This design comes from an exercise in tuning for small area and a short achievable clock period on the open sky130 flow, not from production work.
Where RTL was checked, it was by simulation tests only, not by an equivalence proof against the original.
Power figures rest on the tool's default switching activity, not on a simulated workload.

==> exp/raven: inputs <==
==> flow/design.v (excerpt) <==
module rdm630_core (
    input  wire         clk,
    input  wire         rst,         
    input  wire         rx_valid,
    input  wire [7:0]   rx_data,
    output wire         rx_ready,
    input  wire         eval,
    output wire         res_valid,
    output wire [1:0]   res,
    output wire         fvalid,
    output wire [111:0] frame,
    output wire         xst,
    output wire [39:0]  card,
    output wire [7:0]   csum,
    output wire [7:0]   p6
);
clock: 10.0 ns
lec_check: 0
cap_margin: 20
core_margin: 2
core_utilization: 70
cts_buf_list: sky130_fd_sc_hd__clkbuf_16
cts_cluster_diameter: 150
cts_cluster_size: 30
place_density: 0.85
setup_slack_margin: 5
slew_margin: 20
synth_hierarchical: 1
synth_minimum_keep_size: 0
standard.sh (not shown) runs the stock make flow with config.mk's settings and CLKGATE_MAP_FILE= SYNTH_SCRIPT=/design/flow/synth_recipe.tcl, a recipe that flattens the netlist after the stock synthesis.
==> flow/flow/run.sh <==
#!/bin/bash
set -euo pipefail
bash standard.sh \
    "SYNTH_SCRIPT=$PWD/flow/my_synth.tcl" \
    "BUFFER_PORTS_ARGS=-buffer_cell sky130_fd_sc_hd__buf_1" \
    "PRE_IO_PLACEMENT_TCL=$PWD/flow/io.tcl" \
    SETUP_SLACK_MARGIN=5.05 \
    finish > flow_make.log 2>&1
Other scripts of this flow, unchanged in this note and not shown: flow/flow/hand_cells.v, flow/flow/io.tcl, flow/flow/my_synth.tcl
==> exp/zinc: changes against exp/raven <==
==> flow/flow/run.sh (replaced) <==
#!/bin/bash
set -euo pipefail
bash standard.sh \
    "SYNTH_SCRIPT=$PWD/flow/my_synth.tcl" \
    "BUFFER_PORTS_ARGS=-buffer_cell sky130_fd_sc_hd__buf_1" \
    "PRE_IO_PLACEMENT_TCL=$PWD/flow/io.tcl" \
    SETUP_SLACK_MARGIN=5.35 \
    finish > flow_make.log 2>&1
==> exp/maple: changes against exp/raven <==
==> flow/flow/run.sh (replaced) <==
#!/bin/bash
set -euo pipefail
bash standard.sh \
    "SYNTH_SCRIPT=$PWD/flow/my_synth.tcl" \
    "BUFFER_PORTS_ARGS=-buffer_cell sky130_fd_sc_hd__buf_1" \
    "PRE_IO_PLACEMENT_TCL=$PWD/flow/io.tcl" \
    SETUP_SLACK_MARGIN=5.2 \
    finish > flow_make.log 2>&1
CORE_UTILIZATION = 78   (was 70)
PLACE_DENSITY = 0.9   (was 0.85)
==> comparison table <==
item                                                                               exp/maple                 exp/zinc                exp/raven
Via count of the first global-routing pass                                              5244                     4799                     4726
Inserted tap cell count                                                                  136                      147                      147
Fraction of area in clock buffers and inverters                                      0.03138                  0.03091                  0.03127
Share of final-layout standard cells stronger than drive strength 1                   0.1973                   0.2011                   0.1788
Number of nets in the layout                                                             753                      755                      751
Status                                                               complete, no violations  complete, no violations  complete, no violations
Sequential power share                                                                 0.661                    0.670                    0.672
Die area                                                                          11610 um^2               12890 um^2               12890 um^2
Logic depth of the worst register-to-register path                                         6                        7                        7
Met2 track demand over resource in global routing                                     0.5948                   0.4339                   0.4263
First drt pass iteration count                                                             5                        4                        4
Internal Power                                                                    0.001200 W               0.001200 W               0.001197 W
Relative slew slack                                                                   0.4678                   0.4404                   0.2546
CP max-delay cell                                                                    nand4_1                  nand4_1                    buf_1
Signal inverters                                                                          15                       16                       16

==> inputs of harbor <==
==> flow/design.v <==
module rdm630_core (
    input  wire         clk,
    input  wire         rst,         
    input  wire         rx_valid,
    input  wire [7:0]   rx_data,
    output wire         rx_ready,
    input  wire         eval,
    output wire         res_valid,
    output wire [1:0]   res,
    output wire         fvalid,
    output wire [111:0] frame,
    output wire         xst,
    output wire [39:0]  card,
    output wire [7:0]   csum,
    output wire [7:0]   p6
);
    localparam [7:0] START_B = 8'h02;
    localparam [7:0] END_B   = 8'h03;
    reg [4:0]   cursor;      
    reg         in_frame;
    reg         ok;          
    reg [7:0]   buf_q [0:13];
    reg [111:0] frame_q;     
    reg         fvalid_q;
    wire full = cursor[4];                   
    assign rx_ready = !full && !rst;
    wire fire     = rx_valid && rx_ready;
    wire mark, is_hex;
    rdm630_dec u_dec (
        .rx_data (rx_data),
        .mark    (mark),
        .is_hex  (is_hex)
    );
    wire is_start = mark && !rx_data[0];
    wire is_end   = mark &&  rx_data[0];
    wire st    = fire && is_start;               
    wire app   = fire && in_frame && !is_start;  
    wire c13 = (cursor == 5'd13);
    wire c14 = (cursor == 5'd14);
    wire c15 = (cursor >= 5'd15);
    wire [4:0] cursor_rx   = st ? 5'd1 : app ? cursor + 5'd1 : cursor;
    wire       in_frame_rx = st ? 1'b1 : (app && is_end) ? 1'b0 : in_frame;
    wire       ok_rx       = st ? 1'b1 :
                             app ? (ok && (c13 ? is_end : is_hex)) : ok;
    wire [13:0] we;
    genvar g;
    generate
        for (g = 0; g < 14; g = g + 1) begin : g_we
            if (g == 0)
                assign we[g] = st || (app && cursor == 5'd0);
            else
                assign we[g] = app && (cursor == g);
        end
    endgenerate
    wire do_eval = eval && !rst;
    wire apnd  = in_frame && !full;                  
    wire [1:0] r0 = c15 ? 2'd3 : c14 ? (ok ? 2'd1 : 2'd2) : 2'd0;
    wire [1:0] ra = (c14 || c15) ? 2'd3 : c13 ? 2'd2 : 2'd0;   
    wire [1:0] re = (c14 || c15) ? 2'd3 : c13 ? (ok ? 2'd1 : 2'd2) : 2'd0;
    wire [1:0] pn = apnd ? ra : r0;
    wire [1:0] pe = apnd ? re : r0;
    wire [1:0] ps = full ? r0 : 2'd0;
    assign res_valid = do_eval;
    rdm630_res u_res (
        .rx_valid (rx_valid),
        .mark     (mark),
        .d0       (rx_data[0]),
        .r0       (r0),
        .pn       (pn),
        .pe       (pe),
        .ps       (ps),
        .res      (res)
    );
    wire cap  = do_eval && (cursor_rx == 5'd14);
    wire over = do_eval && (cursor_rx >  5'd14);
    always @(posedge clk) begin
        if (rst) begin
            cursor   <= 5'd0;
            in_frame <= 1'b0;
            fvalid_q <= 1'b0;
            ok       <= 1'b0;
        end else begin
            in_frame <= in_frame_rx;
            if (cap || over) begin
                cursor   <= 5'd0;
                ok       <= 1'b0;
                fvalid_q <= cap && ok_rx;
            end else begin
                cursor   <= cursor_rx;
                ok       <= ok_rx;
            end
        end
    end
    integer i;
    always @(posedge clk) begin
        for (i = 0; i < 14; i = i + 1)
            if (we[i])
                buf_q[i] <= rx_data;
    end
    wire [7:0] byte13 = we[13] ? rx_data : buf_q[13];
    always @(posedge clk) begin
        if (cap) begin
            for (i = 0; i < 13; i = i + 1)
                frame_q[111-8*i -: 8] <= buf_q[i];
            frame_q[7:0] <= byte13;
        end
    end
    assign fvalid = fvalid_q;
    assign xst    = !fvalid_q;
    assign frame  = frame_q;
    rdm630_xtr u_xtr (
        .frame (frame_q),
        .card  (card),
        .csum  (csum),
        .p6    (p6)
    );
endmodule
module rdm630_res (
    input  wire       rx_valid,
    input  wire       mark,
    input  wire       d0,
    input  wire [1:0] r0,
    input  wire [1:0] pn,
    input  wire [1:0] pe,
    input  wire [1:0] ps,
    output wire [1:0] res
);
    wire [1:0] res_mark  = !rx_valid ? r0 : d0 ? pe : ps;
    wire [1:0] res_other = !rx_valid ? r0 : pn;
    assign res = mark ? res_mark : res_other;
endmodule
module rdm630_xtr (
    input  wire [111:0] frame,
    output wire [39:0]  card,
    output wire [7:0]   csum,
    output wire [7:0]   p6
);
    function [3:0] hexval;
        input [7:0] c;
        begin
            hexval = {c[3] | c[6],
                      c[2] | (c[6] & c[1] & c[0]),
                      c[1] ^ (c[6] & c[0]),
                      c[0] ^ c[6]};
        end
    endfunction
    wire [7:0] pair [0:5];
    genvar g;
    generate
        for (g = 0; g < 6; g = g + 1) begin : g_pair
            assign pair[g] = {hexval(frame[111-8*(1+2*g) -: 8]),
                              hexval(frame[111-8*(2+2*g) -: 8])};
        end
        for (g = 0; g < 5; g = g + 1) begin : g_card
            assign card[39-8*g -: 8] = pair[g];
        end
    endgenerate
    assign csum = pair[0] ^ pair[1] ^ pair[2] ^ pair[3] ^ pair[4];
    assign p6   = pair[5];
endmodule
module rdm630_dec (
    input  wire [7:0] rx_data,
    output wire       mark,
    output wire       is_hex
);
    assign mark   = (rx_data[7:1] == 7'b0000001);
    assign is_hex = ((rx_data >= 8'h30) && (rx_data <= 8'h39)) ||
                    ((rx_data >= 8'h41) && (rx_data <= 8'h46));
endmodule
==> flow/flow/run.sh <==
#!/bin/bash
set -euo pipefail
bash standard.sh \
    "SYNTH_SCRIPT=$PWD/flow/my_synth.tcl" \
    "BUFFER_PORTS_ARGS=-buffer_cell sky130_fd_sc_hd__buf_1" \
    SETUP_SLACK_MARGIN=5.15 \
    finish > flow_make.log 2>&1
==> flow/flow/my_synth.tcl <==
# The standard flow's synthesis script (synth_recipe.tcl) with one change: ABC maps the
# result-code and byte-decode modules (the input-to-output path) with
# ORFS's area script,
# whose small NAND/NOR gates time better there, and every other module with
# ORFS's default (speed) script.
proc synth {args} { yosys synth -nofsm -noshare {*}$args }
proc abc {args} {
  set i [expr {[lsearch -exact $args -script] + 1}]
  set speed [lreplace $args $i $i $::env(SCRIPTS_DIR)/abc_speed.script]
  set area  [lreplace $args $i $i $::env(SCRIPTS_DIR)/abc_area.script]
  yosys abc {*}$speed rdm630_core rdm630_xtr
  yosys abc {*}$area rdm630_res rdm630_dec
}
source $::env(SCRIPTS_DIR)/synth.tcl
# left out here: clear keep_hierarchy, flatten, clean up, hide names made inside functions, write 1_2_yosys.v
==> flow/standard.sh <==
#!/bin/bash
# synth_recipe.tcl (not shown) runs the flow's synth.tcl, then flattens the netlist and writes it again
# the make line also repeats each setting of config.mk as NAME=value (left out here)
make -C /OpenROAD-flow-scripts/flow DESIGN_CONFIG=/design/flow/config.mk WORK_HOME=/design/flow/orfs CLKGATE_MAP_FILE= SYNTH_SCRIPT=/design/flow/synth_recipe.tcl "${@:-finish}"
==> flow/config.mk <==
export PLATFORM = sky130hd
export DESIGN_NAME = rdm630_core
export DESIGN_NICKNAME = rdm630_core
export VERILOG_FILES = /design/flow/design.v
export SDC_FILE = /design/flow/constraint.sdc
export NUM_CORES = 4
export LEC_CHECK = 0
export CAP_MARGIN = 20
export CORE_MARGIN = 2
export CORE_UTILIZATION = 60
export CTS_BUF_LIST = sky130_fd_sc_hd__clkbuf_16
export CTS_CLUSTER_DIAMETER = 80
export CTS_CLUSTER_SIZE = 30
export PLACE_DENSITY = 0.8
export SETUP_SLACK_MARGIN = 5
export SLEW_MARGIN = 20
export SYNTH_HIERARCHICAL = 1
export SYNTH_MINIMUM_KEEP_SIZE = 0
==> flow/constraint.sdc <==
create_clock -name core_clock -period 10.0 [get_ports {clk}]
set_input_delay 2.0000 -clock core_clock [delete_from_list [all_inputs] [get_ports {clk}]]
set_output_delay 2.0000 -clock core_clock [all_outputs]
set_load 0.01 [all_outputs]
==> inputs of yarrow, as changes to harbor <==
==> flow/design.v, changed modules only <==
module rdm630_core (
    input  wire         clk,
    input  wire         rst,         
    input  wire         rx_valid,
    input  wire [7:0]   rx_data,
    output wire         rx_ready,
    input  wire         eval,
    output wire         res_valid,
    output wire [1:0]   res,
    output wire         fvalid,
    output wire [111:0] frame,
    output wire         xst,
    output wire [39:0]  card,
    output wire [7:0]   csum,
    output wire [7:0]   p6
);
    localparam [7:0] START_B = 8'h02;
    localparam [7:0] END_B   = 8'h03;
    reg [4:0]   cursor;      
    reg         in_frame;
    reg         ok;          
    reg [7:0]   buf_q [0:13];
    reg [111:0] frame_q;     
    reg         fvalid_q;
    wire full = cursor[4];                   
    assign rx_ready = !full && !rst;
    wire fire     = rx_valid && rx_ready;
    wire is_start = (rx_data == START_B);
    wire is_end   = (rx_data == END_B);
    wire is_hex   = ((rx_data >= 8'h30) && (rx_data <= 8'h39)) ||
                    ((rx_data >= 8'h41) && (rx_data <= 8'h46));
    wire st    = fire && is_start;               
    wire app   = fire && in_frame && !is_start;  
    wire c13 = (cursor == 5'd13);
    wire c14 = (cursor == 5'd14);
    wire c15 = (cursor >= 5'd15);
    wire [4:0] cursor_rx   = st ? 5'd1 : app ? cursor + 5'd1 : cursor;
    wire       in_frame_rx = st ? 1'b1 : (app && is_end) ? 1'b0 : in_frame;
    wire       ok_rx       = st ? 1'b1 :
                             app ? (ok && (c13 ? is_end : is_hex)) : ok;
    wire [13:0] we;
    genvar g;
    generate
        for (g = 0; g < 14; g = g + 1) begin : g_we
            if (g == 0)
                assign we[g] = st || (app && cursor == 5'd0);
            else
                assign we[g] = app && (cursor == g);
        end
    endgenerate
    wire do_eval = eval && !rst;
    wire mark  = (rx_data[7:1] == 7'b0000001);       
    wire apnd  = in_frame && !full;                  
    wire [1:0] r0 = c15 ? 2'd3 : c14 ? (ok ? 2'd1 : 2'd2) : 2'd0;
    wire [1:0] ra = (c14 || c15) ? 2'd3 : c13 ? 2'd2 : 2'd0;   
    wire [1:0] re = (c14 || c15) ? 2'd3 : c13 ? (ok ? 2'd1 : 2'd2) : 2'd0;
    wire [1:0] pn = apnd ? ra : r0;
    wire [1:0] pe = apnd ? re : r0;
    wire [1:0] ps = full ? r0 : 2'd0;
    wire [1:0] res_mark  = !rx_valid ? r0 : rx_data[0] ? pe : ps;
    wire [1:0] res_other = !rx_valid ? r0 : pn;
    assign res_valid = do_eval;
    assign res = mark ? res_mark : res_other;
    wire cap  = do_eval && (cursor_rx == 5'd14);
    wire over = do_eval && (cursor_rx >  5'd14);
    always @(posedge clk) begin
        if (rst) begin
            cursor   <= 5'd0;
            in_frame <= 1'b0;
            fvalid_q <= 1'b0;
            ok       <= 1'b0;
        end else begin
            in_frame <= in_frame_rx;
            if (cap || over) begin
                cursor   <= 5'd0;
                ok       <= 1'b0;
                fvalid_q <= cap && ok_rx;
            end else begin
                cursor   <= cursor_rx;
                ok       <= ok_rx;
            end
        end
    end
    integer i;
    always @(posedge clk) begin
        for (i = 0; i < 14; i = i + 1)
            if (we[i])
                buf_q[i] <= rx_data;
    end
    wire [7:0] byte13 = we[13] ? rx_data : buf_q[13];
    always @(posedge clk) begin
        if (cap) begin
            for (i = 0; i < 13; i = i + 1)
                frame_q[111-8*i -: 8] <= buf_q[i];
            frame_q[7:0] <= byte13;
        end
    end
    assign fvalid = fvalid_q;
    assign xst    = !fvalid_q;
    assign frame  = frame_q;
    function [3:0] hexval;
        input [7:0] c;
        begin
            hexval = {c[3] | c[6],
                      c[2] | (c[6] & c[1] & c[0]),
                      c[1] ^ (c[6] & c[0]),
                      c[0] ^ c[6]};
        end
    endfunction
    wire [7:0] pair [0:5];
    generate
        for (g = 0; g < 6; g = g + 1) begin : g_pair
            assign pair[g] = {hexval(frame_q[111-8*(1+2*g) -: 8]),
                              hexval(frame_q[111-8*(2+2*g) -: 8])};
        end
        for (g = 0; g < 5; g = g + 1) begin : g_card
            assign card[39-8*g -: 8] = pair[g];
        end
    endgenerate
    assign csum = pair[0] ^ pair[1] ^ pair[2] ^ pair[3] ^ pair[4];
    assign p6   = pair[5];
endmodule
// module rdm630_res removed
// module rdm630_xtr removed
// module rdm630_dec removed
==> flow/flow/run.sh (replaced) <==
#!/bin/bash
set -euo pipefail
bash standard.sh \
    "BUFFER_PORTS_ARGS=-buffer_cell sky130_fd_sc_hd__buf_1" \
    "SETUP_SLACK_MARGIN=5" \
    "CTS_CLUSTER_SIZE=30" \
    "CTS_CLUSTER_DIAMETER=80" \
    "CTS_BUF_LIST=sky130_fd_sc_hd__clkbuf_16" \
    "ABC_AREA=1" \
    finish > flow_make.log 2>&1
==> flow/config.mk (replaced) <==
export PLATFORM = sky130hd
export DESIGN_NAME = rdm630_core
export DESIGN_NICKNAME = rdm630_core
export VERILOG_FILES = /design/flow/design.v
export SDC_FILE = /design/flow/constraint.sdc
export NUM_CORES = 4
export LEC_CHECK = 0
export CAP_MARGIN = 20
export CORE_MARGIN = 2
export CORE_UTILIZATION = 40
export SLEW_MARGIN = 20
removed: flow/flow/my_synth.tcl
==> inputs of lagoon, as changes to harbor <==
==> flow/design.v, changed modules only <==
module rdm630_core (
    input  wire         clk,
    input  wire         rst,         
    input  wire         rx_valid,
    input  wire [7:0]   rx_data,
    output wire         rx_ready,
    input  wire         eval,
    output wire         res_valid,
    output wire [1:0]   res,
    output wire         fvalid,
    output wire [111:0] frame,
    output wire         xst,
    output wire [39:0]  card,
    output wire [7:0]   csum,
    output wire [7:0]   p6
);
    localparam [7:0] START_B = 8'h02;
    localparam [7:0] END_B   = 8'h03;
    reg [4:0]   cursor;      
    reg         in_frame;
    reg         ok;          
    reg [111:0] sr;          
    reg [111:0] frame_q;     
    reg         fvalid_q;
    wire full = cursor[4];                   
    assign rx_ready = !full && !rst;
    wire fire     = rx_valid && rx_ready;
    wire is_start = (rx_data == START_B);
    wire is_end   = (rx_data == END_B);
    wire is_hex   = ((rx_data >= 8'h30) && (rx_data <= 8'h39)) ||
                    ((rx_data >= 8'h41) && (rx_data <= 8'h46));
    wire st    = fire && is_start;               
    wire app   = fire && in_frame && !is_start;  
    wire shift = fire && (in_frame || is_start);
    wire c13 = (cursor == 5'd13);
    wire c14 = (cursor == 5'd14);
    wire c15 = (cursor >= 5'd15);
    wire [4:0] cursor_rx   = st ? 5'd1 : app ? cursor + 5'd1 : cursor;
    wire       in_frame_rx = st ? 1'b1 : (app && is_end) ? 1'b0 : in_frame;
    wire       ok_rx       = st ? 1'b1 :
                             app ? (ok && (c13 ? is_end : is_hex)) : ok;
    wire [111:0] sr_next = ({112{shift}}  & {sr[103:0], rx_data}) |
                           ({112{!shift}} & sr);
    wire do_eval = eval && !rst;
    wire r_fire = rx_valid && !full;
    wire r_st   = r_fire && is_start;
    wire r_app  = r_fire && in_frame && !is_start;
    wire len_full = !r_st && (r_app ? c13 : c14);
    wire len_over = !r_st && (r_app ? (c14 || c15) : c15);
    wire r_ok     = (r_app && c13) ? (ok && is_end) : ok;
    assign res_valid = do_eval;
    assign res = {len_over || (len_full && !r_ok),
                  len_over || (len_full &&  r_ok)};
    wire cap  = do_eval && (cursor_rx == 5'd14);
    wire over = do_eval && (cursor_rx >  5'd14);
    always @(posedge clk) begin
        if (rst) begin
            cursor   <= 5'd0;
            in_frame <= 1'b0;
            fvalid_q <= 1'b0;
            ok       <= 1'b0;
        end else begin
            in_frame <= in_frame_rx;
            if (cap || over) begin
                cursor   <= 5'd0;
                ok       <= 1'b0;
                fvalid_q <= cap && ok_rx;
            end else begin
                cursor   <= cursor_rx;
                ok       <= ok_rx;
            end
        end
    end
    always @(posedge clk) begin
        sr <= sr_next;
        if (cap)
            frame_q <= sr_next;
    end
    assign fvalid = fvalid_q;
    assign xst    = !fvalid_q;
    assign frame  = frame_q;
    function [3:0] hexval;
        input [7:0] c;
        begin
            hexval = {c[3] | c[6],
                      c[2] | (c[6] & c[1] & c[0]),
                      c[1] ^ (c[6] & c[0]),
                      c[0] ^ c[6]};
        end
    endfunction
    wire [7:0] pair [0:5];
    genvar g;
    generate
        for (g = 0; g < 6; g = g + 1) begin : g_pair
            assign pair[g] = {hexval(frame_q[111-8*(1+2*g) -: 8]),
                              hexval(frame_q[111-8*(2+2*g) -: 8])};
        end
        for (g = 0; g < 5; g = g + 1) begin : g_card
            assign card[39-8*g -: 8] = pair[g];
        end
    endgenerate
    assign csum = pair[0] ^ pair[1] ^ pair[2] ^ pair[3] ^ pair[4];
    assign p6   = pair[5];
endmodule
// module rdm630_res removed
// module rdm630_xtr removed
// module rdm630_dec removed
==> flow/run.sh (new file) <==
#!/bin/bash
# synth_recipe.tcl (not shown) runs the flow's synth.tcl, then flattens the netlist and writes it again
# the make line also repeats each setting of config.mk as NAME=value (left out here)
make -C /OpenROAD-flow-scripts/flow DESIGN_CONFIG=/design/flow/config.mk WORK_HOME=/design/flow/orfs CLKGATE_MAP_FILE= SYNTH_SCRIPT=/design/flow/synth_recipe.tcl finish
==> flow/config.mk (replaced) <==
export PLATFORM = sky130hd
export DESIGN_NAME = rdm630_core
export DESIGN_NICKNAME = rdm630_core
export VERILOG_FILES = /design/flow/design.v
export SDC_FILE = /design/flow/constraint.sdc
export NUM_CORES = 4
export LEC_CHECK = 0
export CAP_MARGIN = 20
export CORE_MARGIN = 2
export CORE_UTILIZATION = 40
export SLEW_MARGIN = 20
removed: flow/flow/run.sh
removed: flow/flow/my_synth.tcl
removed: flow/standard.sh
==> comparison <==
Worst setup slack: harbor is worse than yarrow (31 ps).
In flip-flop and latch count, lagoon and yarrow do not differ.
In yarrow the register-to-register slack is higher than in lagoon, by 340 ps.
Critical path depth, lowest first: lagoon, harbor, yarrow.
==> figures <==
metric                                                                         yarrow                   harbor                   lagoon
Run status                                                    complete, no violations  complete, no violations  complete, no violations
Fraction of power spent switching nets                                          18.5%                    18.3%                    19.0%
Number of fill cells                                                             1857                      878                     1766
Final area over synthesized area                                               1.184x                   1.164x                   1.344x
Seq. pwr                                                                      1050 uW                  1050 uW                   990 uW
Combinational cell power                                                      29.8 uW                  24.4 uW                        -
N_taps                                                                            275                      180                      275
Worst-case hold path end point                                            frame_q[43]              frame_q[62]                  sr[107]
Worst Hold Slack                                                               425 ps                   427 ps                   457 ps
Maximum number of pins on one net before global-route repair                       80                       95                       65
For harbor, only the layout was checked, not whether the RTL still works.

re-timing with driven ports:
No port has a modelled driver above. Below, the same layouts with a new extraction and two added sets of constraints. Step 1 (the two cells are an assumption about what drives the block):
set clk [get_ports {clk}]
set_driving_cell -lib_cell sky130_fd_sc_hd__clkbuf_16 $clk
set_driving_cell -lib_cell sky130_fd_sc_hd__buf_2 [delete_from_list [all_inputs] $clk]
Step 2 adds t to the input delays and takes it off the output delays; t is the mean of the earliest and latest rising clock arrival at the registers after step 1. Input paths then give back, and output paths get back, about the clock's delay inside the block. Slacks: ideal ports / drivers / drivers and shift; pairs: ideal ports / drivers.
| run | shift t [ns] | setup WS [ns] | worst register clock-pin slew, ns | worst data-port slew with drivers (ns) | pins driven straight from the clock port |
|---|---|---|---|---|---|
| exp/raven | 0.483 | 5.142 / 5.119 / 5.119 | 0.11 / 0.11 | 0.03 | 1 |
| exp/zinc | 0.483 | 5.290 / 5.245 / 5.119 | 0.11 / 0.11 | 0.06 | 1 |
| exp/maple | 0.505 | 5.225 / 5.188 / 5.071 | 0.12 / 0.12 | 0.05 | 1 |
| harbor | 0.492 | 4.987 / 4.937 / 4.937 | 0.11 / 0.11 | 0.06 | 1 |
| yarrow | 0.491 | 5.018 / 4.968 / 4.858 | 0.11 / 0.11 | 0.06 | 1 |
| lagoon | 0.541 | 3.644 / 3.612 / 3.612 | 0.06 / 0.06 | 0.04 | 1 |
After both steps setup and hold are still met in every run listed. For exp/zinc, which loses most, drivers alone change the setup slack by -0.045 ns; drivers and shift together by -0.171 ns.
